Source: an optimization exercise on an open RTL-to-GDS flow (aim: small area, a short achievable clock period and few clock cycles). Production flows keep margins and buffers that such runs may drop.
Function was checked by simulation only, so behaviour that the tests miss may differ from the original.
Power is estimated from default activity; no workload was simulated.

===== design/flow/config.mk =====
export PLATFORM = sky130hd
export DESIGN_NAME = crypto_modarith
export DESIGN_NICKNAME = crypto_modarith
export VERILOG_FILES = /design/flow/design.v
export SDC_FILE = /design/flow/constraint.sdc
export NUM_CORES = 4
export LEC_CHECK = 0
export CAP_MARGIN = 20
export CORE_MARGIN = 2
export CORE_UTILIZATION = 40
export PLACE_DENSITY = 0.6
export SLEW_MARGIN = 20

===== design/flow/constraint.sdc =====
create_clock -name core_clock -period 15.0 [get_ports {clk}]
set_input_delay 3.0000 -clock core_clock [delete_from_list [all_inputs] [get_ports {clk}]]
set_output_delay 3.0000 -clock core_clock [all_outputs]
set_load 0.01 [all_outputs]

===== design/flow/design.v =====
module crypto_modarith (
    input  wire        clk,
    input  wire        rst,
    input  wire        start,
    input  wire [31:0] cmd,
    input  wire [31:0] op0,
    input  wire [31:0] op1,
    input  wire [31:0] op2,
    output reg         busy,
    output reg         done,
    output reg  [7:0]  err,
    output reg  [31:0] res0,
    output reg  [31:0] res1,
    output reg  [31:0] res2
);
    localparam [7:0] E_OK          = 8'h00;
    localparam [7:0] E_NONINV_EXP  = 8'h03;
    localparam [7:0] E_NONINV      = 8'h04;
    localparam [7:0] E_BAD_MODULUS = 8'h05;
    localparam [7:0] E_NEG_EXP     = 8'h06;
    localparam [7:0] E_RANGE       = 8'h09;
    localparam [7:0] E_ILLEGAL     = 8'h0A;
    localparam [1:0] C_ILL = 2'd0, C_MI = 2'd1, C_MP = 2'd2, C_KG = 2'd3;
    localparam [3:0] S_IDLE  = 4'd0,
                     S_DEC   = 4'd1,
                     S_MIM   = 4'd2,    
                     S_SETUP = 4'd3,    
                     S_EU    = 4'd4,    
                     S_EFIN  = 4'd5,
                     S_MPINI = 4'd6,
                     S_MP    = 4'd7,    
                     S_KN    = 4'd8,    
                     S_KDEC  = 4'd9,
                     S_KP    = 4'd10;   
    reg  [3:0]  state;
    reg  [1:0]  ctype;
    reg  [32:0] ra;       
    reg  [32:0] rb;       
    reg  [32:0] rc;       
    reg  [33:0] rd;       
    reg  [33:0] re;       
    reg  [30:0] mm;       
    reg  [5:0]  cnt;      
    reg         xbit;     
    reg         neg;      
    reg         ovf;      
    wire [31:0] r0 = ra[31:0];
    wire [31:0] dv = rb[31:0];
    wire [33:0] p_diff = {2'b00, r0} - {1'b0, dv, 1'b0};    
    wire [32:0] q_diff = {1'b0, r0} - {1'b0, dv};           
    wire [32:0] x_diff = rc - rd[32:0];                    
    wire        align  = ~p_diff[33];
    wire        ge     = ~q_diff[32];
    wire [31:0] r0n    = ge ? q_diff[31:0] : r0;
    wire [32:0] x0n    = ge ? x_diff : rc;
    wire [32:0] ra_abs = ra[32] ? (33'd0 - ra) : ra;
    wire [31:0] fin    = rc[32] ? (rc[31:0] + {1'b0, mm}) : rc[31:0];
    wire        kg      = (ctype == C_KG);
    wire        negstep = kg & (cnt == 6'd32) & xbit;    
    wire [33:0] y1      = kg ? {rb[32], rb} : {2'b00, res0};
    wire [33:0] add1    = xbit ? (y1 ^ {34{negstep}}) : 34'd0;
    wire [33:0] t1_0    = {rd[32:0], 1'b0} + add1 + {33'd0, negstep};
    wire [33:0] t1_1    = {rd[32:0], 1'b0} + add1 - {3'b000, mm};
    wire [33:0] t1_2    = {rd[32:0], 1'b0} + add1 - {2'b00, mm, 1'b0};
    wire [33:0] u1      = kg ? t1_0 : (~t1_2[33] ? t1_2 : (~t1_1[33] ? t1_1 : t1_0));
    wire [33:0] add2    = xbit ? {3'b000, ra[30:0]} : 34'd0;
    wire [33:0] t2_0    = {re[32:0], 1'b0} + add2;
    wire [33:0] t2_1    = {re[32:0], 1'b0} + add2 - {3'b000, mm};
    wire [33:0] t2_2    = {re[32:0], 1'b0} + add2 - {2'b00, mm, 1'b0};
    wire [33:0] u2      = ~t2_2[33] ? t2_2 : (~t2_1[33] ? t2_1 : t2_0);
    wire        u1_fits = (u1[33:31] == 3'b000) || (u1[33:31] == 3'b111);
    wire [5:0]  cnt_m1  = cnt - 6'd1;
    wire [63:0] ra_ext  = {31'd0, ra};
    wire        ra_nxt  = ra_ext[cnt_m1];
    always @(posedge clk) begin
        if (rst) begin
            state <= S_IDLE;
            busy  <= 1'b0;
            done  <= 1'b0;
            err   <= E_OK;
            res0  <= 32'd0;
            res1  <= 32'd0;
            res2  <= 32'd0;
        end else begin
            case (state)
                S_IDLE: begin
                    if (start) begin
                        busy  <= 1'b1;
                        done  <= 1'b0;
                        state <= S_DEC;
                    end
                end
                S_DEC: begin
                    case (ctype)
                        C_MI: begin
                            if (rb[32] || rb[31:0] == 32'd0) begin
                                err   <= E_BAD_MODULUS;
                                busy  <= 1'b0;
                                done  <= 1'b1;
                                state <= S_IDLE;
                            end else begin
                                mm    <= rb[30:0];
                                state <= S_SETUP;
                            end
                        end
                        C_MP: begin
                            if (rc[32] || rc[31:0] == 32'd0) begin
                                err   <= E_BAD_MODULUS;
                                busy  <= 1'b0;
                                done  <= 1'b1;
                                state <= S_IDLE;
                            end else if (rb[32]) begin
                                err   <= E_NEG_EXP;
                                busy  <= 1'b0;
                                done  <= 1'b1;
                                state <= S_IDLE;
                            end else begin
                                mm    <= rc[30:0];
                                rc    <= rb;
                                state <= S_SETUP;
                            end
                        end
                        C_KG: begin
                            rd    <= 34'd0;
                            ovf   <= 1'b0;
                            cnt   <= 6'd32;
                            xbit  <= ra[32];
                            state <= S_KN;
                        end
                        default: begin
                            err   <= E_ILLEGAL;
                            busy  <= 1'b0;
                            done  <= 1'b1;
                            state <= S_IDLE;
                        end
                    endcase
                end
                S_SETUP: begin
                    ra  <= ra_abs;
                    neg <= ra[32];
                    rb  <= {2'b00, mm};
                    rd  <= 34'd0;
                    cnt <= 6'd0;
                    if (ctype != C_MP)
                        rc <= ra[32] ? {33{1'b1}} : 33'd1;
                    state <= S_EU;
                end
                S_EU: begin
                    if (align) begin
                        rb  <= {rb[31:0], 1'b0};
                        rd  <= {rd[32:0], 1'b0};
                        cnt <= cnt + 6'd1;
                    end else if (cnt != 6'd0) begin
                        ra  <= {1'b0, r0n};
                        if (ctype != C_MP) rc <= x0n;
                        rb  <= {2'b00, dv[31:1]};
                        rd  <= {rd[33], rd[33:1]};
                        cnt <= cnt_m1;
                    end else if (ctype == C_MP) begin
                        if (neg) begin
                            ra <= {1'b0, dv};
                            rb <= {1'b0, r0n};
                        end else begin
                            ra <= {1'b0, r0n};
                        end
                        state <= S_MPINI;
                    end else begin
                        ra <= {1'b0, dv};
                        rc <= rd[32:0];
                        rb <= {1'b0, r0n};
                        rd <= {x0n[32], x0n};
                        if (r0n == 32'd0) state <= S_EFIN;
                    end
                end
                S_EFIN: begin
                    busy  <= 1'b0;
                    done  <= 1'b1;
                    state <= S_IDLE;
                    if (r0 != 32'd1) begin
                        err <= (ctype == C_MI) ? E_NONINV : E_NONINV_EXP;
                    end else begin
                        err <= E_OK;
                        if (ctype == C_MI) begin
                            res0 <= fin;
                        end else begin
                            res0 <= re[31:0];
                            res1 <= fin;
                            res2 <= {1'b0, mm};
                        end
                    end
                end
                S_MPINI: begin
                    if (neg) ra <= {1'b0, q_diff[31:0]};
                    res0 <= (mm == 31'd1) ? 32'd0 : 32'd1;
                    rd   <= 34'd0;
                    re   <= 34'd0;
                    cnt  <= 6'd30;
                    if (rc == 33'd0) begin
                        err   <= E_OK;
                        res0  <= (mm == 31'd1) ? 32'd0 : 32'd1;
                        busy  <= 1'b0;
                        done  <= 1'b1;
                        state <= S_IDLE;
                    end else begin
                        xbit  <= neg ? q_diff[30] : ra[30];
                        state <= S_MP;
                    end
                end
                S_MP: begin
                    if (cnt != 6'd0) begin
                        rd   <= u1;
                        re   <= u2;
                        cnt  <= cnt_m1;
                        xbit <= ra_nxt;
                    end else begin
                        ra   <= {2'b00, u2[30:0]};
                        if (rc[0]) res0 <= {1'b0, u1[30:0]};
                        rc   <= {1'b0, rc[32:1]};
                        rd   <= 34'd0;
                        re   <= 34'd0;
                        cnt  <= 6'd30;
                        xbit <= u2[30];
                        if (rc[32:1] == 32'd0) begin
                            err   <= E_OK;
                            busy  <= 1'b0;
                            done  <= 1'b1;
                            state <= S_IDLE;
                        end
                    end
                end
                S_KN: begin
                    rd   <= u1;
                    if (!u1_fits) ovf <= 1'b1;
                    cnt  <= cnt_m1;
                    xbit <= ra_nxt;
                    if (cnt == 6'd0) begin
                        re    <= u1;
                        state <= S_KDEC;
                    end
                end
                S_KDEC: begin
                    ra    <= ra - 33'd1;
                    rb    <= rb - 33'd1;
                    rd    <= 34'd0;
                    cnt   <= 6'd32;
                    xbit  <= ra[32] | (ra == 33'd0);    
                    state <= S_KP;
                end
                S_KP: begin
                    rd   <= u1;
                    if (!u1_fits) ovf <= 1'b1;
                    cnt  <= cnt_m1;
                    xbit <= ra_nxt;
                    if (cnt == 6'd0) begin
                        if (ovf || !u1_fits) begin
                            err   <= E_RANGE;
                            busy  <= 1'b0;
                            done  <= 1'b1;
                            state <= S_IDLE;
                        end else if (u1[33] || u1[31:0] == 32'd0) begin
                            err   <= E_BAD_MODULUS;
                            busy  <= 1'b0;
                            done  <= 1'b1;
                            state <= S_IDLE;
                        end else begin
                            mm    <= u1[30:0];
                            ra    <= rc;       
                            state <= S_SETUP;
                        end
                    end
                end
                default: state <= S_IDLE;
            endcase
            if (!busy) begin
                ra <= {op0[31], op0};
                rb <= {op1[31], op1};
                rc <= {op2[31], op2};
                ctype <= (cmd == 32'h0000_0001) ? C_MI :
                         (cmd == 32'h0000_0002) ? C_MP :
                         (cmd == 32'h0000_0009) ? C_KG : C_ILL;
            end
        end
    end
endmodule

===== design/flow/run.sh =====
#!/bin/bash
# synth_recipe.tcl (not shown) runs the flow's synth.tcl, then flattens the netlist and writes it again
# the make line also repeats each setting of config.mk as NAME=value (left out here)
make -C /OpenROAD-flow-scripts/flow DESIGN_CONFIG=/design/flow/config.mk WORK_HOME=/design/flow/orfs CLKGATE_MAP_FILE= SYNTH_SCRIPT=/design/flow/synth_recipe.tcl finish

==> notes.md <==
- TritonCTS built the clock tree.
- Broken down by cell family, the worst path's largest delay share belongs to compound AO/OA/AOI/OAI gates.
- The number of buffers and inverters on the critical path is 3.
- Entering global routing, the biggest net connects 91 pins.
- In this design, the stage delay of the slowest critical-path cell is 0.89 ns.
- Counting instances, the worst hold path has a depth of 2.
- Dividing the detail-routed via count by the number of cells gives 6.88.
- The part of the Yosys area used for sequential elements is 0.210.
- The number of endpoints with negative hold slack in the final report is 0.
- The sum of negative setup slack is 0 ns.
- The library cell used most frequently in the layout, excluding fill and tap cells, is sky130_fd_sc_hd__nor2_1.
- Power spread over the standard cell area amounts to 220 nW/um^2.
- The clock transition at the register clock pins on the worst setup and hold paths after CTS is 0.06 ns.
- The average routed wire per standard cell is 33.8 um.
- The library cells used most frequently in the layout, excluding fill and tap cells, are sky130_fd_sc_hd__nor2_1 (536), sky130_fd_sc_hd__a21oi_1 (534), sky130_fd_sc_hd__nand2_1 (463).
- The average cell area after synthesis is 7.56 um^2.
- The placement-stage worst setup slack is 4.25 ns.
- At the worst endpoint, the arrival time is 11.47 ns.
- The count of nets left with antenna violations once routing finished came out at 0.
- The main combinational cell family by area after synthesis is compound AO/OA/AOI/OAI gates.
- The number of buffers added to fix hold violations after cts is 0.
- The xor and xnor fraction of the mapped netlist area is 0.0761.
- The number of antenna violations at the first check in global routing came to 21.
- The post-synthesis adder-cell area fraction is 0.106.
- The classification of the worst setup path is reg -> reg.
- The synthesized design contains 208 enable-type register cells.
- The first routing iteration left 7472 violations.
- The die covers 102000 um^2.
- The floorplan step set the die height to 319 um.
- Once routing completed, OpenROAD measured the worst setup slack at 3.83 ns.
- The post-cts gate resize count is 0.
- The run finished with no timing, DRC or antenna violations.
- The first detailed-routing pass took 7 iterations.
- On the final layout, the worst clock skew is 0.0357 ns.
- In this run the horizontal extent of the chip is 319 um.
- The worst setup path is launched from a flip-flop.
- The dominant register cell in the synthesized netlist is sky130_fd_sc_hd__edfxtp_1.
- TritonCTS created 41 clock buffers.
- Row generation in the floorplan step produced 115 rows.
- The endpoint class of the critical path is a flip-flop.
- The cell count of the worst reg-to-reg path is 32.
- The launch point of the worst hold path is err[0].
- The maximum level of the CTS H-tree is 2.
- The number of distinct library cells after synthesis is 108.
- The floorplan step defined a core boundary enclosing 98400 um^2.
- In this run the deepest clock path goes through 3 buffers.
- The endpoint with the worst hold slack is err[0].
- The simple-gate share of the synthesized area is 0.202.
- The launch instance of the worst register-to-register path is cnt[0].
- The final layout contains routed wiring with a total length of 226000 um.
- The post-route clock period utilization is 0.745.
- The synthesized instance count is 5250.
- Data on the critical path is required at its endpoint by 15.30 ns.
- The global router's overall resource usage is 0.426.
- The via count of the routed design is 46100.
- The tool flagged a number of max-cap violations equal to 0.
- The routed design could run at a clock period as short as 11.17 ns.
- The insertion delay of the later-clocked pin in the worst-skew pair is 0.63 ns.
- The detailed placer's ending HPWL is 177000 um.
- The mapped netlist covers 39700 um^2.
- Setup violations remaining at the end of the flow were counted as 0.
- The share of layout cells above drive strength 1 is 0.0646.
- The fill cell total of the finished layout is 9994.
- The clock root buffer master is sky130_fd_sc_hd__clkbuf_16.
- The wire length of the first global-routing pass is 314000 um.
- After synthesis, the share of flip-flops with an asynchronous set or reset is 0.
- The residual overflow from global routing is 0.
- The maximum fanout along the worst path is 34.
- The count of pins over their slew limit is 0.
- The cell with the largest stage delay on the worst path is sky130_fd_sc_hd__o221ai_1.
- The number of global-route vias before repair is 41600.
- The routability congestion estimate from global placement is 1.08.
- In this run the worst hold path is classified as reg -> reg.
- The fmax is 89.5 MHz.
- The endpoint identified for the worst register-to-register timing path is mm[4].
- The leakage power total is 17.8 nW.
- The post-CTS setup buffer count is 0.
- For this configuration, the core starts out at a cell density of 0.403.
- Setup repair after global routing left no endpoint under its margin.
- The multiplexer share of the synthesized area is 0.0303.
- The area fraction in compound gates after synthesis is 0.321.
- The number of sinks on the clock net is 313.
- The I/O pin count is 237.
- The layout net count is 5830.
- The slack of the worst reg-to-reg path is 3.83 ns.
- Measured against its own limit, the worst slew margin works out to 0.108.
- The count of yosys warnings during synthesis is 1.
- For the pin with the worst max-slew slack, the measured transition is 1.30 ns.
- Compared with the post-synthesis result, the final layout area differs by 14.0%.
- The count of input and output buffers is 231.
- The synthesized design contains 313 register bits.
- Across the VDD grid, the largest voltage drop is 0.000101 V.
- In the routed design, unresolved DRC markers number 0.
flip-flops by register name, indices dropped and copies added (netlist names):
| name | count |
|---|---|
| busy | 1 |
| ovf | 1 |
| err | 4 |
| ctype | 2 |
| rd | 34 |
| rb | 33 |
| cnt | 6 |
| res1 | 32 |
| res2 | 31 |
| ra | 33 |
| state | 4 |
| xbit | 1 |
| res0 | 32 |
| neg | 1 |
| done | 1 |
| mm | 31 |
| rc | 33 |
| re | 33 |
worst register-to-register path, delay by kind of cell, from the launching register on:
family	cells	cell delay [ns]
xor+xnor	2	0.74
buf+inv	3	1.07
compound gates	13	4.66
simple gates	10	2.16
flops	1	0.83
fa+ha+maj	4	1.38
power by group:
part,switching (mW),leakage [nW],internal (mW),total (mW)
registers,0.416,2.81,1.15,1.57
logic,4.95,14.3,2.36,7.30
clock network,0.460,0.695,0.623,1.08
total,5.82,17.8,4.13,9.95
stage by stage:
stage	hold slack (ns)	power (mW)	cell area, um^2	util	cells
3_3_place_gp	0.439	8.44	43700	0.444	6608
2_1_floorplan	0.467	5.75	39700	-	5254
3_5_place_dp	0.440	8.43	43800	0.445	6608
4_1_cts	0.447	9.53	45200	0.459	6683
5_1_grt	0.469	10.3	45200	0.460	6687
6_report	0.442	9.95	45300	0.460	6700
metal layers:
| metal | share of wire | global-route usage | up-vias |
|---|---|---|---|
| met5 | 0.0011 | 0.00662 | - |
| met4 | 0.079 | 0.282 | 24 |
| met3 | 0.13 | 0.133 | 715 |
| met2 | 0.40 | 0.607 | 3356 |
| met1 | 0.39 | 0.549 | 22000 |
| li1 | - | - | 20000 |
cells by family (layout without fill, tap and decap cells):
family | count (synthesis) | after routing
compound gates | 1896 | 1896
xor+xnor | 345 | 345
fa+ha+maj | 332 | 332
buf+inv | 557 | 702
flops | 313 | 313
mux | 108 | 108
other cells | 1 | 19
simple gates | 1698 | 1698
cells in the mapped netlist (22+ instances only):
cell,number,share of area
sky130_fd_sc_hd__nor2_1,544,0.051
sky130_fd_sc_hd__a211oi_1,143,0.027
sky130_fd_sc_hd__nand3_1,103,0.013
sky130_fd_sc_hd__and3_1,59,0.0093
sky130_fd_sc_hd__o21ai_0,313,0.039
sky130_fd_sc_hd__a211o_1,22,0.0049
sky130_fd_sc_hd__a21oi_1,539,0.068
sky130_fd_sc_hd__nor4_1,61,0.0096
sky130_fd_sc_hd__nor2b_1,52,0.0082
sky130_fd_sc_hd__mux2i_1,84,0.021
sky130_fd_sc_hd__nor3_1,132,0.017
sky130_fd_sc_hd__o221ai_1,45,0.0099
sky130_fd_sc_hd__nand2b_1,49,0.0077
sky130_fd_sc_hd__or3_1,29,0.0046
sky130_fd_sc_hd__o211ai_1,68,0.013
sky130_fd_sc_hd__a31oi_1,38,0.0060
sky130_fd_sc_hd__o2111ai_1,28,0.0062
sky130_fd_sc_hd__o21a_1,56,0.011
sky130_fd_sc_hd__o31ai_1,36,0.0068
sky130_fd_sc_hd__xor2_1,92,0.020
sky130_fd_sc_hd__buf_1,28,0.0026
sky130_fd_sc_hd__xnor2_1,253,0.056
sky130_fd_sc_hd__and2_1,56,0.0088
sky130_fd_sc_hd__o211a_1,69,0.017
sky130_fd_sc_hd__o21bai_1,41,0.0078
sky130_fd_sc_hd__edfxtp_1,208,0.16
sky130_fd_sc_hd__inv_1,246,0.023
sky130_fd_sc_hd__nand2_1,463,0.044
sky130_fd_sc_hd__o22ai_1,71,0.011
sky130_fd_sc_hd__a21o_1,119,0.023
sky130_fd_sc_hd__ha_1,323,0.10
sky130_fd_sc_hd__a221oi_1,75,0.017
sky130_fd_sc_hd__nand4_1,43,0.0068
sky130_fd_sc_hd__dfxtp_1,105,0.053
sky130_fd_sc_hd__clkbuf_1,255,0.024
how the worst max path moves through the flow:
stage	from	endpoint	slack, ns	cells after the start
2_1_floorplan	cnt[0]	mm[0]	4.67	32
3_3_place_gp	cnt[0]	ra[4]	4.38	32
3_5_place_dp	cnt[0]	ra[3]	4.25	32
4_1_cts	cnt[0]	ra[25]	4.20	32
5_1_grt	cnt[0]	mm[4]	3.18	32
6_report	cnt[0]	mm[4]	3.83	32
area by class of cell:
cell class | instances | area [um^2] | area share
antenna | 14 | 35.0 | 0.000774
clock buffer | 58 | 1260 | 0.0278
clock inverter | 17 | 159 | 0.00351
inverter | 250 | 938 | 0.0207
multi-input combinational | 4384 | 29500 | 0.652
sequential | 313 | 8350 | 0.185
tap | 1287 | 1610 | 0.0356
timing repair buffer | 377 | 3410 | 0.0754
Testbench counts, summed over its fixed seeds: cycles 95,372.

-- port drivers added, routing unchanged --
In the flow no input, the clock included, has a driving cell. The finished layout below was timed again as built, in two steps.
Step 1 sets driving cells, clkbuf_16 on the clock port and buf_2 on the other inputs (assumed; they add their load-dependent delay and slew).
Step 2 also shifts input and output timing later by t, the mid clock arrival at the registers, as if the neighbouring blocks saw the same clock.
a / b / c = no drivers / after step 1 / after step 2; a / b = the first two.
t, ns: 0.689
setup slack, ns: 3.827 / 3.827 / 3.827
worst setup path at the end: register to register
worst data-port slew with drivers (ns): 0.13
After both steps setup and hold are still met in this run. For this run, drivers alone change the setup slack by 0.000 ns; drivers and shift together by 0.000 ns.
